From an optimization exercise on the open Yosys and OpenROAD flow, aimed at small area, a short achievable clock period and few clock cycles; shortcuts taken in it are not production practice. In this exercise RTL edits were held to simulation tests only and were not proved equivalent to the original.

== the baseline ==
==> flow/design.v (excerpt) <==
module bilinear_scaler (
    input  wire        clk,
    input  wire        rst,
    input  wire        start,
    input  wire        ch4,
    input  wire [15:0] src_addr,
    input  wire [15:0] dst_addr,
    input  wire [11:0] old_w,
    input  wire [11:0] old_h,
    input  wire [11:0] new_w,
    input  wire [11:0] new_h,
    output reg         busy,
    output reg         done,
    output reg         error,
    output reg         mem_valid,
    output reg         mem_we,
    output reg  [15:0] mem_addr,
    output reg  [7:0]  mem_wdata,
    input  wire        mem_ready,
    input  wire [7:0]  mem_rdata
);
export LEC_CHECK = 0
export CAP_MARGIN = 20
export CORE_MARGIN = 2
export CORE_UTILIZATION = 40
export SLEW_MARGIN = 20
create_clock -name core_clock -period 13.0 [get_ports {clk}]
run.sh (not shown) runs the stock make flow with config.mk's settings and CLKGATE_MAP_FILE= SYNTH_SCRIPT=/design/flow/synth_recipe.tcl, a recipe that flattens the netlist after the stock synthesis.
Testbench counts of the baseline, summed over its fixed seeds: cycles 102,712.
Setup changes, the baseline to the candidate
--- a/flow/design.v
+++ b/flow/design.v
@@ -12,22 +12,23 @@
     output reg         busy,
     output reg         done,
     output reg         error,
     output reg         mem_valid,
     output reg         mem_we,
     output reg  [15:0] mem_addr,
     output reg  [7:0]  mem_wdata,
     input  wire        mem_ready,
     input  wire [7:0]  mem_rdata
 );
     reg        c4;
+    reg [11:0] ow, oh;           
     reg [11:0] nw, nh;
     reg [13:0] dnw, dnh;         
     reg [15:0] stride;           
     reg [23:0] den;              
     reg [25:0] den3;             
     reg        fetching;         
     reg [12:0] rx, ry;           
     reg [15:0] pa;               
     reg [15:0] row;              
     reg [15:0] sch;              
     reg [11:0] xc, yc;           
@@ -191,27 +192,31 @@
                 mem_valid <= 1'b0;
             if (issue && last_px && (k == cn1))
                 fetching <= 1'b0;
             if (!fetching && inflight == 4'd0) begin
                 busy      <= 1'b0;
                 done      <= 1'b1;
                 mem_valid <= 1'b0;
             end
         end
     end
     always @(posedge clk) begin
+        dnw    <= {2'b0, ow} - 14'd1 - {2'b0, nw};
+        dnh    <= {2'b0, oh} - 14'd1 - {2'b0, nh};
+        stride <= c4 ? {2'b0, ow, 2'b0} : {4'b0, ow} + {3'b0, ow, 1'b0};
+    end
+    always @(posedge clk) begin
         if (!busy) begin
             c4     <= ch4;
-            dnw    <= {2'b0, old_w} - 14'd1 - {2'b0, new_w};
-            dnh    <= {2'b0, old_h} - 14'd1 - {2'b0, new_h};
-            stride <= ch4 ? {2'b0, old_w, 2'b0} : {4'b0, old_w} + {3'b0, old_w, 1'b0};
+            ow     <= old_w;
+            oh     <= old_h;
             nw     <= new_w;
             nh     <= new_h;
             hreg   <= {8'd0, new_w};
             s_wy0  <= new_h;
             usel   <= 1'b0;
             pa     <= src_addr;
             row    <= src_addr;
             sch    <= src_addr;
             dptr   <= dst_addr;
             dch    <= dst_addr;
             rx     <= 13'd0;
### Flow results
- Taking the baseline as the reference, in the candidate post-DP HPWL shows a reduction of about 1.2%, routing usage on met2 fell by 0.61 points, xor-xnor portion of the synthesized cell area has remained practically unchanged, core utilization -0.17 points.
- The baseline leaves less setup margin than the candidate.
- Going from the baseline to the candidate, the placed cell area was found to have gone up by about 0.8%.
- For the cell count after placement, the candidate came in 37 higher than the baseline did.
Testbench counts of the candidate, summed over its fixed seeds: cycles 102,712.


## S
Another version of the RTL of bilinear_scaler (not shown whole).
Size: about 6200 cells after synthesis, roughly 690 flip-flops.
Settings: LEC_CHECK=0, CAP_MARGIN=20, CORE_MARGIN=2, CORE_UTILIZATION=40, SLEW_MARGIN=20; clock period 13.0 ns.
Both conditions hold for S: the flow ran to the end and the final layout passed the timing, design-rule and antenna checks.
Testbench counts of S, summed over its fixed seeds: cycles 105,048.
The inputs of P differ from those of S as listed below.
--- a/flow/design.v
+++ b/flow/design.v
@@ -60,20 +60,23 @@
     reg [7:0]  d0_l, d1_l;
     reg        d0_triv, d1_triv, d0_lch, d1_lch;
     reg [3:0]  d0_sv, d1_sv;     
     reg [1:0]  qn;
     reg [7:0]  q0, q1;
     reg        q0_lch, q1_lch;
     wire adv   = !mem_valid || mem_ready;
     wire rd_ok = mem_valid && !mem_we;
-    wire        xnorm = (rx >= {1'b0, nw});
-    wire        ynorm = (ry >= {1'b0, nh});
-    wire        xi = (rx != 13'd0);
-    wire        yi = (ry != 13'd0);
+    reg         xnorm, ynorm, xi, yi;
+    wire [12:0] rxn = rx - {1'b0, nw};
+    wire [12:0] ryn = ry - {1'b0, nh};
+    wire [13:0] rxn2c = {1'b0, rx} - {1'b0, nw, 1'b0};
+    wire        xn2 = !rxn2c[13];
+    wire [12:0] rxn2 = rxn2c[12:0];
+    wire [15:0] cval2 = c4 ? 16'd8 : 16'd6;
     wire        triv = !xi && !yi;
     wire [11:0] nrx = nw - rx[11:0];
     wire [11:0] nry = nh - ry[11:0];
     wire [1:0]  cn1 = c4 ? 2'd3 : 2'd2;
     wire [15:0] cval = c4 ? 16'd4 : 16'd3;
     wire va = par ? vt1 : vt0;
     wire vb = par ? vt0 : vt1;
     wire vc = par ? vb1 : vb0;
@@ -133,17 +136,17 @@
                        !t1a[26] ? t1a[23:0] : t1[23:0];
     wire [7:0]  n1_l = {d1_l[5:0], !t1b[26], !t1c[26] | (!t1a[26] & t1b[26])};
     wire       res0 = d0_sv[3];
     wire       res1 = d1_sv[3];
     wire       res_now = res0 || res1;
     wire [7:0] res_q = res0 ? (d0_triv ? d0_l : n0_l) : (d1_triv ? d1_l : n1_l);
     wire       res_lch = res0 ? d0_lch : d1_lch;
     wire push_now = res_now || (issue && byp_ok);
-    wire wr_now = (qn != 2'd0) && (!rd_place || qn == 2'd2 || (qn == 2'd1 && (res_now || byp_ok)));
+    wire wr_now = (qn != 2'd0) && (!rd_place || qn == 2'd2);
     wire [7:0] push_q   = res_now ? res_q : ia;
     wire       push_lch = res_now ? res_lch : last_px;
     always @(posedge clk) begin
         if (rst) begin
             busy      <= 1'b0;
             done      <= 1'b0;
             error     <= 1'b0;
             mem_valid <= 1'b0;
@@ -217,16 +220,20 @@
             usel   <= 1'b0;
             pa     <= src_addr;
             row    <= src_addr;
             sch    <= src_addr;
             dptr   <= dst_addr;
             dch    <= dst_addr;
             rx     <= 13'd0;
             ry     <= 13'd0;
+            xnorm  <= 1'b0;
+            ynorm  <= 1'b0;
+            xi     <= 1'b0;
+            yi     <= 1'b0;
             xc     <= new_w - 12'd1;
             yc     <= new_h - 12'd1;
             k      <= 2'd0;
             par    <= 1'b0;
             ct0 <= 8'd0; cb0 <= 8'd0; ct1 <= 8'd0; cb1 <= 8'd0;
             vt0 <= 1'b0; vb0 <= 1'b0; vt1 <= 1'b0; vb1 <= 1'b0;
             mem_we <= 1'b0;
         end else if (adv) begin
@@ -328,54 +335,72 @@
                 m_wy0  <= triv ? 12'd1 : nry;
                 m_wy1  <= ry[11:0];
                 m_triv <= triv;
                 m_lch  <= last_px;
                 if (xc != 12'd0) begin
                     xc <= xc - 12'd1;
                     if (rxw) begin
                         rx  <= rxb[12:0];
+                        xnorm <= (rxb[12:0] >= {1'b0, nw});
+                        xi  <= (rxb[12:0] != 13'd0);
                         pa  <= pa + cval;
                         par <= !par;
                         if (par) begin vt1 <= 1'b0; vb1 <= 1'b0; end
                         else     begin vt0 <= 1'b0; vb0 <= 1'b0; end
                     end else begin
                         rx <= rxa[12:0];
+                        xi <= (rxa[12:0] != 13'd0);
                     end
                 end else begin
                     vt0 <= 1'b0; vb0 <= 1'b0; vt1 <= 1'b0; vb1 <= 1'b0;
                     rx <= 13'd0;
+                    xi <= 1'b0;
                     xc <= nw - 12'd1;
                     if (yc != 12'd0) begin
                         yc <= yc - 12'd1;
                         if (ryw) begin
                             ry  <= ryb[12:0];
+                            ynorm <= (ryb[12:0] >= {1'b0, nh});
+                            yi  <= (ryb[12:0] != 13'd0);
                             row <= row + stride;
                             pa  <= row + stride;
                         end else begin
                             ry  <= rya[12:0];
+                            yi  <= (rya[12:0] != 13'd0);
                             pa  <= row;
                         end
                     end else if (k != cn1) begin
                         k   <= k + 2'd1;
                         yc  <= nh - 12'd1;
                         ry  <= 13'd0;
+                        yi  <= 1'b0;
                         sch <= sch + 16'd1;
                         row <= sch + 16'd1;
                         pa  <= sch + 16'd1;
                     end
                 end
+            end else if (fetching && xnorm && xn2) begin
+                rx  <= rxn2;
+                xnorm <= (rxn2 >= {1'b0, nw});
+                xi  <= (rxn2 != 13'd0);
+                pa  <= pa + cval2;
+                vt0 <= 1'b0; vb0 <= 1'b0; vt1 <= 1'b0; vb1 <= 1'b0;
             end else if (fetching && xnorm) begin
-                rx  <= rx - {1'b0, nw};
+                rx  <= rxn;
+                xnorm <= (rxn >= {1'b0, nw});
+                xi  <= (rxn != 13'd0);
                 pa  <= pa + cval;
                 par <= !par;
                 if (par) begin vt1 <= 1'b0; vb1 <= 1'b0; end
                 else     begin vt0 <= 1'b0; vb0 <= 1'b0; end
             end else if (fetching && ynorm) begin
-                ry  <= ry - {1'b0, nh};
+                ry  <= ryn;
+                ynorm <= (ryn >= {1'b0, nh});
+                yi  <= (ryn != 13'd0);
                 row <= row + stride;
                 pa  <= row + stride;
             end
         end
     end
 endmodule
 module csa_mul (
     input  wire [19:0] a,
## What came out
P completed; timing, DRC and antenna clean. P against S; fmax is down by a few percent. Cmp P vs S: transition time of the tightest slew-check pin higher in P. When the final numbers for P and S were put side by side, the number of filler cells placed in the layout turned out to be greater in P. Sequential portion of the cell area in P vs S: down 1.2 points. Compared with S, in P total length of routed wires increased by about 4.7% relative to the old numbers, area share of fa/ha/maj cells after synthesis increased by 0.40 points relative to the old numbers, synthesis-to-finish area growth decreased by 0.36 points relative to the old numbers. Compared P vs S, and total buffers and inverters traversed by the critical path is up in P. Worst setup slack, P and S, lower one = P.
Testbench counts of P, summed over its fixed seeds: cycles 101,240.

## re-timing with driven ports
The results above use ideal ports. As a check the final layouts listed here were re-extracted and re-timed, cells and wires unchanged.
Step 1 sets driving cells, clkbuf_16 on the clock port and buf_2 on the other inputs (assumed; they add their load-dependent delay and slew).
Step 2 times the ports against the registers' clock, not the clock port: input delays grow and output delays shrink by t, the midpoint of the rising clock arrivals with the driver on.
a / b / c = ideal / step 1 / step 2; a / b = the first two.
run	t (ns)	setup slack, ns	hold WS [ns]	slew at the worst register clock pin (ns)	cell pins on the clock port's net
the baseline	0.750	7.426 / 7.426 / 6.831	0.416 / 0.416 / 0.416	0.06 / 0.06	1
the candidate	0.754	7.947 / 7.938 / 7.185	0.414 / 0.414 / 0.414	0.06 / 0.06	1
S	0.769	7.734 / 7.734 / 7.507	0.416 / 0.416 / 0.416	0.07 / 0.07	1
P	0.770	7.515 / 7.481 / 6.711	0.411 / 0.411 / 0.411	0.07 / 0.07	1
After both steps every run listed still meets setup and hold. The setup slack of P, which loses most, moves by -0.034 ns with the drivers and by -0.804 ns with both steps.
